Source: an optimization exercise on an open RTL-to-GDS flow (aim: small area, a short achievable clock period and few clock cycles). Production flows keep margins and buffers that such runs may drop.
RTL that was checked went through simulation tests only; none was proved equivalent to the original.

==> 01-25 <==
==> flow/design.v <==
module udps_binstat (
    input  wire        clk,
    input  wire        rst,
    input  wire        s_valid,
    output wire        s_ready,
    input  wire [15:0] s_data,
    input  wire        s_last,
    output wire        r_valid,
    input  wire        r_ready,
    output reg  [63:0] r_min,
    output reg  [63:0] r_max,
    output wire [63:0] r_mean
);
    parameter K = 3;                      
    localparam N  = (53 + K - 1) / K;     
    localparam L  = N * K;                
    localparam EX = L - 53;               
    reg        acc_has;                   
    reg        acc_full;                  
    reg [15:0] mn, mx;
    reg [31:0] sum;
    reg [16:0] cnt;
    reg        busy;
    reg        nar;                       
    reg        rv;
    reg [16:0] rem;
    reg [L-1:0] y;                        
    reg [15:1] dv;                        
    reg [5:0]  it;
    reg [6:0]  eb;                        
    reg        qt;
    reg        zr;
    wire div_free = ~busy & (~rv | r_ready);
    wire load     = acc_full & div_free;
    assign s_ready = ~acc_full | div_free;
    assign r_valid = rv;
    wire s_fire = s_valid & s_ready;
    wire first  = ~acc_has;
    function [36:0] norm32(input [31:0] v);
        reg [31:0] x;
        reg [4:0]  z;
        begin
            x = v;
            z[4] = (x[31:16] == 16'd0); if (z[4]) x = x << 16;
            z[3] = (x[31:24] ==  8'd0); if (z[3]) x = x << 8;
            z[2] = (x[31:28] ==  4'd0); if (z[2]) x = x << 4;
            z[1] = (x[31:30] ==  2'd0); if (z[1]) x = x << 2;
            z[0] = ~x[31];              if (z[0]) x = x << 1;
            norm32 = {z, x};
        end
    endfunction
    function [21:0] norm17(input [16:0] v);
        reg [16:0] x;
        reg [4:0]  z;
        begin
            x = v;
            z[4] = (x[16:1]  == 16'd0); if (z[4]) x = x << 16;
            z[3] = (x[16:9]  ==  8'd0); if (z[3]) x = x << 8;
            z[2] = (x[16:13] ==  4'd0); if (z[2]) x = x << 4;
            z[1] = (x[16:15] ==  2'd0); if (z[1]) x = x << 2;
            z[0] = ~x[16];              if (z[0]) x = x << 1;
            norm17 = {z, x};
        end
    endfunction
    function [63:0] f64_of_u16(input [15:0] v);
        reg [15:0] x;
        reg [3:0]  z;
        begin
            x = v;
            z[3] = (x[15:8]  == 8'd0); if (z[3]) x = x << 8;
            z[2] = (x[15:12] == 4'd0); if (z[2]) x = x << 4;
            z[1] = (x[15:14] == 2'd0); if (z[1]) x = x << 2;
            z[0] = ~x[15];             if (z[0]) x = x << 1;
            if (!x[15])
                f64_of_u16 = 64'd0;
            else
                f64_of_u16 = {1'b0, 11'd1038 - {7'd0, z}, x[14:0], 37'd0};
        end
    endfunction
    wire [36:0] ns   = norm32(sum);
    wire [21:0] nc   = norm17(cnt);
    wire [4:0]  zs   = ns[36:32];                       
    wire [4:0]  zc   = nc[21:17];                       
    wire [31:0] sn   = ns[31:0];                        
    wire [16:0] cn   = nc[16:0];                        
    wire        qtop = (sn[31:15] >= cn);               
    wire        zero = ~sn[31];
    wire        fast = zero | (cn[15:0] == 16'd0);      
    wire        narw = (cn[10:1] == 10'd0);
    wire [6:0]  e7   = 7'd14 - {2'b00, zs} + {2'b00, zc};
    wire [6:0]  ex   = eb + {6'd0, qt};
    wire [10:0] bexp = zr ? 11'd0 : 11'd1023 + {{4{ex[6]}}, ex};
    wire [L+52:0] yq1 = {{L{1'b0}}, sn[15:0], 21'd0, cn[16:1]} << EX;
    wire [L+52:0] yq0 = {{L{1'b0}}, sn[14:0], 22'd0, cn[16:1]} << EX;
    function [16:0] sub16(input [15:0] a, input [15:0] b);
        reg [15:0] g, p, gg, pp, gn, pn;
        reg [16:0] c;
        integer i, d;
        begin
            g = a & ~b;
            p = ~(a ^ b);
            gg = g; pp = p;
            gg[0] = g[0] | p[0];
            for (d = 1; d < 16; d = d * 2) begin
                gn = gg; pn = pp;
                for (i = d; i < 16; i = i + 1) begin
                    gn[i] = gg[i] | (pp[i] & gg[i-d]);
                    pn[i] = pp[i] & pp[i-d];
                end
                gg = gn; pp = pn;
            end
            c = {gg, 1'b1};
            sub16 = {c[16], p ^ c[15:0]};
        end
    endfunction
    wire [16:0] tw  = sub16(rem[15:0], {1'b1, dv});
    wire        gw  = rem[16] | tw[16];
    wire [16:0] r_w = gw ? {tw[15:0], y[L-1]} : {rem[15:0], y[L-1]};
    wire [L-1:0] y_w = {y[L-2:0], gw};
    reg [16:0]  r_n;
    reg [L-1:0] y_n;
    reg [7:0]   tn;
    reg         ge;
    integer j;
    always @(*) begin
        r_n = rem;
        y_n = y;
        for (j = 0; j < K; j = j + 1) begin
            tn  = {1'b0, r_n[16:10]} - {3'b001, dv[15:11]};
            ge  = ~tn[7];
            r_n = ge ? {tn[5:0], r_n[9:0], y_n[L-1]} : {r_n[15:0], y_n[L-1]};
            y_n = {y_n[L-2:0], ge};
        end
    end
    wire tie;
    generate
        if (EX > 0) begin : g_ex
            assign tie = (rem == 17'd0) & (y[EX-1:0] == {EX{1'b0}});
        end else begin : g_noex
            assign tie = (rem == 17'd0);
        end
    endgenerate
    assign r_mean = {1'b0, bexp, y[L-2:L-52], y[L-53] & ~tie};
    always @(posedge clk) begin
        if (rst) begin
            acc_has  <= 1'b0;
            acc_full <= 1'b0;
            busy     <= 1'b0;
            rv       <= 1'b0;
        end else begin
            if (s_fire) begin
                acc_has  <= ~s_last;
                acc_full <= s_last;
            end else if (load) begin
                acc_full <= 1'b0;
            end
            if (load) begin
                busy <= ~fast;
                rv   <= fast;
            end else if (busy) begin
                if (it == 6'd0) begin
                    busy <= 1'b0;
                    rv   <= 1'b1;
                end
            end else if (r_ready) begin
                rv <= 1'b0;
            end
        end
    end
    always @(posedge clk) begin
        if (s_fire) begin
            if (first || s_data < mn) mn <= s_data;
            if (first || s_data > mx) mx <= s_data;
            sum <= (first ? 32'd0 : sum) + {16'd0, s_data};
            cnt <= first ? 17'd1 : cnt + 17'd1;
        end
        if (load) begin
            r_min <= f64_of_u16(mn);
            r_max <= f64_of_u16(mx);
            eb    <= e7;
            qt    <= qtop;
            zr    <= zero;
            nar   <= narw;
            dv    <= cn[15:1];
            it    <= narw ? N - 1 : L - 1;
            if (fast) begin
                rem <= 17'd0;
                y   <= {sn, {(L-32){1'b0}}};
            end else if (qtop) begin
                rem <= {1'b0, sn[31:16]};
                y   <= yq1[L-1:0];
            end else begin
                rem <= sn[31:15];
                y   <= yq0[L-1:0];
            end
        end else if (busy) begin
            rem <= nar ? r_n : r_w;
            y   <= nar ? y_n : y_w;
            it  <= it - 6'd1;
        end
    end
endmodule
==> flow/run.sh <==
#!/bin/bash
# synth_recipe.tcl (not shown) runs the flow's synth.tcl, then flattens the netlist and writes it again
# the make line also repeats each setting of config.mk as NAME=value (left out here)
make -C /OpenROAD-flow-scripts/flow DESIGN_CONFIG=/design/flow/config.mk WORK_HOME=/design/flow/orfs CLKGATE_MAP_FILE= SYNTH_SCRIPT=/design/flow/synth_recipe.tcl finish
==> flow/config.mk <==
export PLATFORM = sky130hd
export DESIGN_NAME = udps_binstat
export DESIGN_NICKNAME = udps_binstat
export VERILOG_FILES = /design/flow/design.v
export SDC_FILE = /design/flow/constraint.sdc
export NUM_CORES = 4
export LEC_CHECK = 0
export CAP_MARGIN = 20
export CORE_MARGIN = 2
export CORE_UTILIZATION = 40
export PLACE_DENSITY = 0.6
export SLEW_MARGIN = 20
==> flow/constraint.sdc <==
create_clock -name core_clock -period 8.0 [get_ports {clk}]
set_input_delay 1.6000 -clock core_clock [delete_from_list [all_inputs] [get_ports {clk}]]
set_output_delay 1.6000 -clock core_clock [all_outputs]
set_load 0.01 [all_outputs]
==> inputs of 02-23, as changes to 01-25 <==
==> flow/design.v, changed modules only <==
module udps_binstat (
    input  wire        clk,
    input  wire        rst,
    input  wire        s_valid,
    output wire        s_ready,
    input  wire [15:0] s_data,
    input  wire        s_last,
    output wire        r_valid,
    input  wire        r_ready,
    output reg  [63:0] r_min,
    output reg  [63:0] r_max,
    output wire [63:0] r_mean
);
    parameter R = 2;                      
    localparam K = 2 * R;                 
    localparam N = (54 + K - 1) / K;      
    localparam L = N * K;                 
    reg        acc_has;                   
    reg        acc_full;                  
    reg [15:0] mn, mx;
    reg [31:0] sum;
    reg [16:0] cnt;
    reg        busy;
    reg        rv;
    reg        nar;                       
    reg [16:0] rem;                       
    reg [L-1:0] y;                        
    reg [15:1] dv;                        
    reg [7:0]  d3;                        
    reg [3:0]  it;                        
    reg [1:0]  ph;                        
    reg [K-2:0] qs;                       
    reg [6:0]  eb;                        
    wire div_free = ~busy & (~rv | r_ready);
    wire load     = acc_full & div_free;
    assign s_ready = ~acc_full | div_free;
    assign r_valid = rv;
    wire s_fire = s_valid & s_ready;
    wire first  = ~acc_has;
    function [36:0] norm32(input [31:0] v);
        reg [31:0] x;
        reg [4:0]  z;
        begin
            x = v;
            z[4] = (x[31:16] == 16'd0); if (z[4]) x = x << 16;
            z[3] = (x[31:24] ==  8'd0); if (z[3]) x = x << 8;
            z[2] = (x[31:28] ==  4'd0); if (z[2]) x = x << 4;
            z[1] = (x[31:30] ==  2'd0); if (z[1]) x = x << 2;
            z[0] = ~x[31];              if (z[0]) x = x << 1;
            norm32 = {z, x};
        end
    endfunction
    function [21:0] norm17(input [16:0] v);
        reg [16:0] x;
        reg [4:0]  z;
        begin
            x = v;
            z[4] = (x[16:1]  == 16'd0); if (z[4]) x = x << 16;
            z[3] = (x[16:9]  ==  8'd0); if (z[3]) x = x << 8;
            z[2] = (x[16:13] ==  4'd0); if (z[2]) x = x << 4;
            z[1] = (x[16:15] ==  2'd0); if (z[1]) x = x << 2;
            z[0] = ~x[16];              if (z[0]) x = x << 1;
            norm17 = {z, x};
        end
    endfunction
    function [63:0] f64_of_u16(input [15:0] v);
        reg [15:0] x;
        reg [3:0]  z;
        begin
            x = v;
            z[3] = (x[15:8]  == 8'd0); if (z[3]) x = x << 8;
            z[2] = (x[15:12] == 4'd0); if (z[2]) x = x << 4;
            z[1] = (x[15:14] == 2'd0); if (z[1]) x = x << 2;
            z[0] = ~x[15];             if (z[0]) x = x << 1;
            if (!x[15])
                f64_of_u16 = 64'd0;
            else
                f64_of_u16 = {1'b0, 11'd1038 - {7'd0, z}, x[14:0], 37'd0};
        end
    endfunction
    function [16:0] sub16(input [15:0] a, input [15:0] b);
        reg [15:0] g, p, gg, pp, gn, pn;
        reg [16:0] c;
        integer i, d;
        begin
            g = a & ~b;
            p = ~(a ^ b);
            gg = g; pp = p;
            gg[0] = g[0] | p[0];
            for (d = 1; d < 16; d = d * 2) begin
                gn = gg; pn = pp;
                for (i = d; i < 16; i = i + 1) begin
                    gn[i] = gg[i] | (pp[i] & gg[i-d]);
                    pn[i] = pp[i] & pp[i-d];
                end
                gg = gn; pp = pn;
            end
            c = {gg, 1'b1};
            sub16 = {c[16], p ^ c[15:0]};
        end
    endfunction
    wire [36:0] ns   = norm32(sum);
    wire [21:0] nc   = norm17(cnt);
    wire [4:0]  zs   = ns[36:32];                       
    wire [4:0]  zc   = nc[21:17];                       
    wire [31:0] sn   = ns[31:0];
    wire [16:0] cn   = nc[16:0];
    wire        zero = ~sn[31];
    wire        fast = zero | (cn[15:0] == 16'd0);      
    wire        narw = (cn[10:1] == 10'd0);
    wire        yb  = y[L - 1 - ph];
    wire [16:0] tw  = sub16(rem[15:0], {1'b1, dv});
    wire        gw  = rem[16] | tw[16];
    wire [16:0] r_w = gw ? {tw[15:0], yb} : {rem[15:0], yb};
    wire        gend = nar | (ph == K - 1);
    wire [L-1:0] y_w = {y[L-K-1:0], qs, gw};
    function ge8(input [7:0] a, input [7:0] b);
        reg [7:0] gt, eq;
        reg gt10, eq10, gt32, eq32, gt54, eq54, gt76, eq76, gt30, eq30, gt74, eq74;
        begin
            gt = a & ~b;
            eq = ~(a ^ b);
            gt10 = gt[1] | eq[1] & gt[0];  eq10 = eq[1] & eq[0];
            gt32 = gt[3] | eq[3] & gt[2];  eq32 = eq[3] & eq[2];
            gt54 = gt[5] | eq[5] & gt[4];  eq54 = eq[5] & eq[4];
            gt76 = gt[7] | eq[7] & gt[6];  eq76 = eq[7] & eq[6];
            gt30 = gt32 | eq32 & gt10;     eq30 = eq32 & eq10;
            gt74 = gt76 | eq76 & gt54;     eq74 = eq76 & eq54;
            ge8  = gt74 | eq74 & (gt30 | eq30);
        end
    endfunction
    wire [5:0]  dn = {1'b1, dv[15:11]};
    reg [16:0]  r_n;
    reg [L-1:0] y_n;
    reg [7:0]   u, t1, t2, t3;
    reg         g1, g2, g3;
    reg [5:0]   sel;
    integer j;
    always @(*) begin
        r_n = rem;
        y_n = y;
        for (j = 0; j < R; j = j + 1) begin
            u   = r_n[16:9];
            g1  = ge8(u, {2'b00, dn});
            g2  = ge8(u, {1'b0, dn, 1'b0});
            g3  = ge8(u, d3);
            t1  = u - {2'b00, dn};
            t2  = u - {1'b0, dn, 1'b0};
            t3  = u - d3;
            sel = g3 ? t3[5:0] : g2 ? t2[5:0] : g1 ? t1[5:0] : u[5:0];
            r_n = {sel, r_n[8:0], y_n[L-1:L-2]};
            y_n = {y_n[L-3:0], g2, (g1 & ~g2) | g3};
        end
    end
    wire [L-1:0] y_s  = nar ? y_n : y_w;
    wire         q1   = y_s[K-1];
    wire [16:0]  rc   = q1 ? {1'b1, dv, 1'b0} : {2'b01, dv};
    wire         inj  = gend & (it == N - 1);
    wire [L+16:0] rcs = {{L{1'b0}}, rc} << (L - 54 + K);
    wire [L-1:0] y_d  = inj ? (y_s | rcs[L-1:0]) : y_s;
    wire         qh   = y[L-1];
    wire [51:0]  frac = qh ? y[L-2:L-53] : y[L-3:L-54];
    wire [6:0]   ex   = eb + {6'd0, qh};
    wire         zr   = ~(y[L-1] | y[L-2]);           
    wire [10:0]  bexp = zr ? 11'd0 : 11'd1023 + {{4{ex[6]}}, ex};
    assign r_mean = {1'b0, bexp, frac};
    always @(posedge clk) begin
        if (rst) begin
            acc_has  <= 1'b0;
            acc_full <= 1'b0;
            busy     <= 1'b0;
            rv       <= 1'b0;
        end else begin
            if (s_fire) begin
                acc_has  <= ~s_last;
                acc_full <= s_last;
            end else if (load) begin
                acc_full <= 1'b0;
            end
            if (load) begin
                busy <= ~fast;
                rv   <= fast;
            end else if (busy) begin
                if (gend && it == 4'd0) begin
                    busy <= 1'b0;
                    rv   <= 1'b1;
                end
            end else if (r_ready) begin
                rv <= 1'b0;
            end
        end
    end
    always @(posedge clk) begin
        if (s_fire) begin
            if (first || s_data < mn) mn <= s_data;
            if (first || s_data > mx) mx <= s_data;
            sum <= (first ? 32'd0 : sum) + {16'd0, s_data};
            cnt <= first ? 17'd1 : cnt + 17'd1;
        end
        if (busy) begin
            rem <= nar ? r_n : r_w;
            qs  <= {qs, gw};
            if (gend) begin
                y  <= y_d;
                it <= it - 4'd1;
                ph <= 2'd0;
            end else begin
                ph <= ph + 2'd1;
            end
        end else if (load) begin
            it  <= N - 1;
            ph  <= 2'd0;
            if (fast) begin
                rem <= 17'd0;
                y   <= {sn, {(L-32){1'b0}}};
            end else begin
                rem <= {1'b0, sn[31:16]};
                y   <= {sn[15:0], {(L-16){1'b0}}};
            end
        end
        if (load) begin
            r_min <= f64_of_u16(mn);
            r_max <= f64_of_u16(mx);
            eb    <= 7'd14 - {2'b00, zs} + {2'b00, zc};
            nar   <= narw;
            dv    <= cn[15:1];
            d3    <= {2'b00, cn[16:11]} + {1'b0, cn[16:11], 1'b0};
        end
    end
endmodule
ABC_AREA = 1   (was unset)
SETUP_SLACK_MARGIN = 3.5   (was unset)
==> flow_metrics.tcl <==
set metrics [dict create \
    placed_cells 3222 \
    grt_pass1_wl_um 84200 \
    synth-simple-area-share_pct 21.9 \
    critPathArrivalTime_ps 2880 \
    critPathSlowestCell "clkdlybuf4s50_1" \
    critical_path_required_ps 6400 \
    n_all_inverters 350 \
    status "no timing/DRC/antenna violations" \
    buf_share_pct 8.18 \
    multi_input_area_share_pct 45.8 \
]
Source of the figures above: 02-23

==> flow_metrics.tcl <==
set metrics [dict create \
    critPathSlowestCell "a2111oi_0" \
    critPathArrivalTime_ps 7680 \
    grt_pass1_wl_um 85500 \
    placed_cells 2701 \
    multi_input_area_share_pct 50.3 \
    critical_path_required_ps 8380 \
    status "no timing/DRC/antenna violations" \
]
Source of the figures above: 01-25

Testbench counts of 01-25, summed over its fixed seeds: cycles 25,150.
No functional check of the RTL was part of 02-23.

## separate check: timing with driven ports
How much do the figures lean on ideal ports? The routed layouts below were timed once more, with nothing changed but the port constraints.
Step 1 (the two cells are an assumption about what drives the block):
set clk [get_ports {clk}]
set_driving_cell -lib_cell sky130_fd_sc_hd__clkbuf_16 $clk
set_driving_cell -lib_cell sky130_fd_sc_hd__buf_2 [delete_from_list [all_inputs] $clk]
Step 2, shift: input delay + t, output delay - t, t = (earliest + latest rising clock arrival at the registers) / 2. This alone moves slack from input paths to output paths.
a / b / c = ideal / step 1 / step 2; a / b = the first two.
run | shift t [ns] | setup WS [ns] | hold WS [ns] | worst setup path at the end | worst register clock-pin slew, ns
01-25 | 0.611 | 0.703 / 0.703 / 0.703 | 0.546 / 0.546 / 0.546 | register to register | 0.07 / 0.07
02-23 | 0.629 | 3.521 / 3.464 / 3.180 | 0.451 / 0.451 / 0.451 | input to register | 0.06 / 0.06
After both steps setup and hold are still met in every run listed. The setup slack of 02-23, which loses most, moves by -0.057 ns with the drivers and by -0.341 ns with both steps.
